This is an optimization exercise on Yosys and OpenROAD, whose aim is small area, a short achievable clock period and few clock cycles, not a production implementation. In this exercise RTL edits were held to simulation tests only and were not proved equivalent to the original. Power figures rest on the tool's default switching activity, not on a simulated workload.

## ascii_codec
module ascii_codec (
    input  wire        clk,
    input  wire        rst,
    input  wire        cmd_valid,
    output wire        cmd_ready,
    input  wire [1:0]  cmd_op,
    input  wire [15:0] cmd_len,
    input  wire        in_valid,
    output wire        in_ready,
    input  wire [7:0]  in_data,
    output wire        out_valid,
    input  wire        out_ready,
    output wire [7:0]  out_data,
    output wire        done,
    output wire [7:0]  err_code
);
export LEC_CHECK = 0
export CAP_MARGIN = 20
export CORE_MARGIN = 2
export CORE_UTILIZATION = 40
export SLEW_MARGIN = 20
create_clock -name core_clock -period 28.0 [get_ports {clk}]
standard.sh (not shown) runs the stock make flow with config.mk's settings and CLKGATE_MAP_FILE= SYNTH_SCRIPT=/design/flow/synth_recipe.tcl, a recipe that flattens the netlist after the stock synthesis.
==> flow/flow/run.sh <==
#!/bin/bash
# The standard layout, with these changes to how it is made (the SDC, clock
# period and every other setting are the design's):
#  - every port still gets a buffer, but a plain buf_2 rather than the slow
#    delay buffer buffer_ports picks by default;
#  - the repair steps aim for extra setup slack, and may resize a cell to
#    any drive strength (not only ones with the same footprint).
set -euo pipefail
bash standard.sh "BUFFER_PORTS_ARGS=-buffer_cell sky130_fd_sc_hd__buf_2" \
    SETUP_SLACK_MARGIN=21.35 MATCH_CELL_FOOTPRINT=0 finish > standard_flow.log 2>&1
Testbench counts at the start, summed over its fixed seeds: cycles 65,816.
Change:
--- a/flow/design.v
+++ b/flow/design.v
@@ -41,22 +41,23 @@
     reg        mv;               
     reg        mvz;              
     reg [2:0]  mvk;              
     reg        tailp;            
     reg [7:0]  ob0, ob1, ob2, ob3, ob4, ob5;    
     reg [2:0]  occ;
     reg        ov;               
+    reg        sh;               
     assign cmd_ready = cmd_rdy;
     assign in_ready  = in_rdy;
     assign out_valid = ov;
     assign out_data  = ob0;
     assign done      = done_r;
     assign err_code  = {3'b000, e4, 2'b00, e1, e0};
     wire in_fire  = in_valid & in_rdy;
-    wire fire     = ov & out_ready;
+    wire fire     = (occ != 3'd0) & out_ready;    
     wire [15:0] rem_dec = rem - 16'd1;
     wire        rem_z   = (rem == 16'd0);
     wire        rem_1   = (rem == 16'd1);
     wire [15:0] rem_nx  = in_fire ? rem_dec : rem;
     wire        rem_nz_nx = in_fire ? !rem_1 : !rem_z;
     wire can_push = (occ[2:1] == 2'b00);        
     wire [7:0] c = f0;
@@ -385,22 +386,24 @@
                         end
                     end
                 end
             end
             endcase
         end
     end
-    wire       base0 = fire ? (occ == 3'd1) : (occ == 3'd0);
     wire [6:0] occ_gt;                           
     assign occ_gt = {1'b0, occ == 3'd6, occ >= 3'd5, occ >= 3'd4, occ >= 3'd3, occ >= 3'd2, occ >= 3'd1};
-    wire [5:0] keep  = fire ? occ_gt[6:1] : occ_gt[5:0];
+    wire       occ0 = (occ == 3'd0);
+    wire       occ1 = (occ == 3'd1);
     function [7:0] slot(input keep, input [7:0] cur, input [7:0] nxt,
                         input [7:0] pj, input [7:0] pjm1);
-        slot = keep ? (fire ? nxt : cur) : (base0 ? pj : pjm1);
+        slot = keep ? (sh ? nxt : cur) : (occ0 ? pj : pjm1);
     endfunction
+    wire [7:0] ob0_f = occ1 ? P0 : (sh ? ob2 : ob1);    
+    wire [7:0] ob0_n = occ0 ? P0 : ob0;                 
     wire [2:0] pkk    = push ? pk : 3'd0;
     wire [2:0] occ_p  = occ + pkk;
     wire [2:0] occ_m  = occ + pkk - 3'd1;
     wire [2:0] occ_nx = fire ? occ_m : occ_p;
     wire [1:0] fin_cnt = {pcons ? (f1v & in_fire) : (f1v | (f0v & in_fire)), 1'b0};
     wire finish = busy && stopped && !pend && rem_z && !f1v
                   && ((occ == 3'd0) || ((occ == 3'd1) && out_ready));
@@ -410,15 +413,17 @@
             cmd_rdy <= 1'b1;
             in_rdy  <= 1'b0;
             done_r  <= 1'b0;
             f0v     <= 1'b0;
             f1v     <= 1'b0;
             occ     <= 3'd0;
             ov      <= 1'b0;
+            sh      <= 1'b0;
         end else begin
+            sh  <= fire;
             occ <= occ_nx;
             ov  <= (occ_nx != 3'd0);
             if (pcons) begin
                 f0v <= f1v | in_fire;
                 f1v <= f1v & in_fire;
             end else begin
                 f0v <= f0v | in_fire;
@@ -437,20 +442,20 @@
                     busy    <= 1'b0;
                     cmd_rdy <= 1'b1;
                 end
             end
         end
     end
     always @(posedge clk) begin
-        ob0 <= slot(keep[0], ob0, ob1, P0, P0);
-        ob1 <= slot(keep[1], ob1, ob2, P1, P0);
-        ob2 <= slot(keep[2], ob2, ob3, P2, P1);
-        ob3 <= slot(keep[3], ob3, ob4, P3, P2);
-        ob4 <= slot(keep[4], ob4, ob5, P4, P3);
-        ob5 <= slot(keep[5], ob5, ob5, P4, P4);
+        ob0 <= fire ? ob0_f : ob0_n;
+        ob1 <= slot(occ_gt[1], ob1, ob2, P1, P0);
+        ob2 <= slot(occ_gt[2], ob2, ob3, P2, P1);
+        ob3 <= slot(occ_gt[3], ob3, ob4, P3, P2);
+        ob4 <= slot(occ_gt[4], ob4, ob5, P4, P3);
+        ob5 <= slot(occ_gt[5], ob5, ob5, P4, P4);
         f0 <= (pcons ? !f1v : !f0v) ? in_data : (pcons ? f1 : f0);
         f1 <= (pcons || !f1v) ? in_data : f1;
         rem <= rem_nx;
         stopped <= stopped_n;
         e0 <= e0_n; e1 <= e1_n; e4 <= e4_n;
         hv <= hv_n; hn <= hn_n;
         tilde <= tilde_n; gcnt <= gcnt_n;
=>
- die area stays flat
- wire length went up by about 4.3%
- hold slack got worse by 4.2 ps
- via count went up by about 1.1%
- final cell count went down by about 0.34%
- setup slack got worse by 4.7 ps
- combinational power went up by about 50%
Testbench counts after the change, summed over its fixed seeds: cycles 65,816.

Setup of north:
Another version of the RTL of ascii_codec (not shown whole).
Size: roughly 2100 cells after synthesis, about 160 flip-flops, roughly 51 I/O pins, ~0.018 mm2 of cells after synthesis.
Design ascii_codec, start of the top module:
module ascii_codec (
    input  wire        clk,
    input  wire        rst,
    input  wire        cmd_valid,
    output wire        cmd_ready,
    input  wire [1:0]  cmd_op,
    input  wire [15:0] cmd_len,
    input  wire        in_valid,
    output wire        in_ready,
    input  wire [7:0]  in_data,
    output wire        out_valid,
    input  wire        out_ready,
    output wire [7:0]  out_data,
    output wire        done,
    output wire [7:0]  err_code
);
clock: 28.0 ns
lec_check: 0
cap_margin: 20
core_margin: 2
core_utilization: 40
slew_margin: 20
==> flow/flow/run.sh <==
#!/bin/bash
# The standard layout, with these changes to how it is made (the SDC, clock
# period and every other setting are the design's):
#  - every port still gets a buffer, but a plain buf_2 rather than the slow
#    delay buffer buffer_ports picks by default;
#  - the repair steps aim for extra setup slack, and may resize a cell to
#    any drive strength (not only ones with the same footprint).
set -euo pipefail
bash standard.sh "BUFFER_PORTS_ARGS=-buffer_cell sky130_fd_sc_hd__buf_2" \
    SETUP_SLACK_MARGIN=21 MATCH_CELL_FOOTPRINT=0 finish > standard_flow.log 2>&1
Testbench counts of north, summed over its fixed seeds: cycles 65,816.
The following lists how middle was set up differently from north:
--- a/flow/design.v
+++ b/flow/design.v
@@ -42,13 +42,12 @@
     reg        mvz;              
     reg [2:0]  mvk;              
     reg        tailp;            
     reg [7:0]  ob0, ob1, ob2, ob3, ob4, ob5;    
     reg [2:0]  occ;
     reg        ov;               
-    reg        sh;               
     assign cmd_ready = cmd_rdy;
     assign in_ready  = in_rdy;
     assign out_valid = ov;
     assign out_data  = ob0;
     assign done      = done_r;
     assign err_code  = {3'b000, e4, 2'b00, e1, e0};
@@ -387,22 +386,20 @@
                     end
                 end
             end
             endcase
         end
     end
+    wire       base0 = fire ? (occ == 3'd1) : (occ == 3'd0);
     wire [6:0] occ_gt;                           
     assign occ_gt = {1'b0, occ == 3'd6, occ >= 3'd5, occ >= 3'd4, occ >= 3'd3, occ >= 3'd2, occ >= 3'd1};
-    wire       occ0 = (occ == 3'd0);
-    wire       occ1 = (occ == 3'd1);
+    wire [5:0] keep  = fire ? occ_gt[6:1] : occ_gt[5:0];
     function [7:0] slot(input keep, input [7:0] cur, input [7:0] nxt,
                         input [7:0] pj, input [7:0] pjm1);
-        slot = keep ? (sh ? nxt : cur) : (occ0 ? pj : pjm1);
+        slot = keep ? (fire ? nxt : cur) : (base0 ? pj : pjm1);
     endfunction
-    wire [7:0] ob0_f = occ1 ? P0 : (sh ? ob2 : ob1);    
-    wire [7:0] ob0_n = occ0 ? P0 : ob0;                 
     wire [2:0] pkk    = push ? pk : 3'd0;
     wire [2:0] occ_p  = occ + pkk;
     wire [2:0] occ_m  = occ + pkk - 3'd1;
     wire [2:0] occ_nx = fire ? occ_m : occ_p;
     wire [1:0] fin_cnt = {pcons ? (f1v & in_fire) : (f1v | (f0v & in_fire)), 1'b0};
     wire finish = busy && stopped && !pend && rem_z && !f1v
@@ -414,15 +411,13 @@
             in_rdy  <= 1'b0;
             done_r  <= 1'b0;
             f0v     <= 1'b0;
             f1v     <= 1'b0;
             occ     <= 3'd0;
             ov      <= 1'b0;
-            sh      <= 1'b0;
         end else begin
-            sh  <= fire;
             occ <= occ_nx;
             ov  <= (occ_nx != 3'd0);
             if (pcons) begin
                 f0v <= f1v | in_fire;
                 f1v <= f1v & in_fire;
             end else begin
@@ -443,18 +438,18 @@
                     cmd_rdy <= 1'b1;
                 end
             end
         end
     end
     always @(posedge clk) begin
-        ob0 <= fire ? ob0_f : ob0_n;
-        ob1 <= slot(occ_gt[1], ob1, ob2, P1, P0);
-        ob2 <= slot(occ_gt[2], ob2, ob3, P2, P1);
-        ob3 <= slot(occ_gt[3], ob3, ob4, P3, P2);
-        ob4 <= slot(occ_gt[4], ob4, ob5, P4, P3);
-        ob5 <= slot(occ_gt[5], ob5, ob5, P4, P4);
+        ob0 <= slot(keep[0], ob0, ob1, P0, P0);
+        ob1 <= slot(keep[1], ob1, ob2, P1, P0);
+        ob2 <= slot(keep[2], ob2, ob3, P2, P1);
+        ob3 <= slot(keep[3], ob3, ob4, P3, P2);
+        ob4 <= slot(keep[4], ob4, ob5, P4, P3);
+        ob5 <= slot(keep[5], ob5, ob5, P4, P4);
         f0 <= (pcons ? !f1v : !f0v) ? in_data : (pcons ? f1 : f0);
         f1 <= (pcons || !f1v) ? in_data : f1;
         rem <= rem_nx;
         stopped <= stopped_n;
         e0 <= e0_n; e1 <= e1_n; e4 <= e4_n;
         hv <= hv_n; hn <= hn_n;
Results
- middle vs. north: count of sequential standard cells went down by 0.65%.
- Relative to north, setup slack has decreased by 0.16 ns in middle.
- On cell area after technology mapping, the higher figure sits with north, not middle.
- Between north and middle, the flow reports non-clock buffer count decreasing by a few percent.
- Comparing middle and north, sequential power share is higher on north.
- Lower logic depth of the worst path, buffers included among middle and north: north
- After detailed routing, north needs more wire than middle.
- Per the comparison of middle with north, number of synthesized flops with an enable pin +8, total half-perimeter wirelength after legalization and detailed placement fell about 5.6%, actual slew at the worst max-slew pin higher.
- The last element of the critical path comes out out_valid in one run and ob1[4]$_DFFE_PP_ in the other, namely in north and middle respectively.
Testbench counts of middle, summed over its fixed seeds: cycles 65,816.

## re-timing with driven ports
How much do the figures lean on ideal ports? The routed layouts below were timed once more, with nothing changed but the port constraints. Step 1, drivers: a clkbuf_16 drives clk and a buf_2 each remaining input, both assumed. Step 2 adds t to the input delays and takes it off the output delays; t is the mean of the earliest and latest rising clock arrival at the registers after step 1. Input paths then give back, and output paths get back, about the clock's delay inside the block. Slacks: no drivers / after step 1 / after step 2; pairs: no drivers / after step 1.
run | shift t [ns] | setup slack, ns | pins driven straight from the clock port
the first run of note 1 | 0.492 | 21.360 / 21.322 / 20.896 | 1
the second run of note 1 | 0.494 | 21.355 / 21.305 / 21.110 | 1
north | 0.488 | 21.343 / 21.292 / 21.159 | 1
middle | 0.491 | 21.186 / 21.215 / 20.724 | 1
After both steps setup and hold are still met in every run listed. The setup slack of the first run of note 1, which loses most, moves by -0.038 ns with the drivers and by -0.464 ns with both steps.
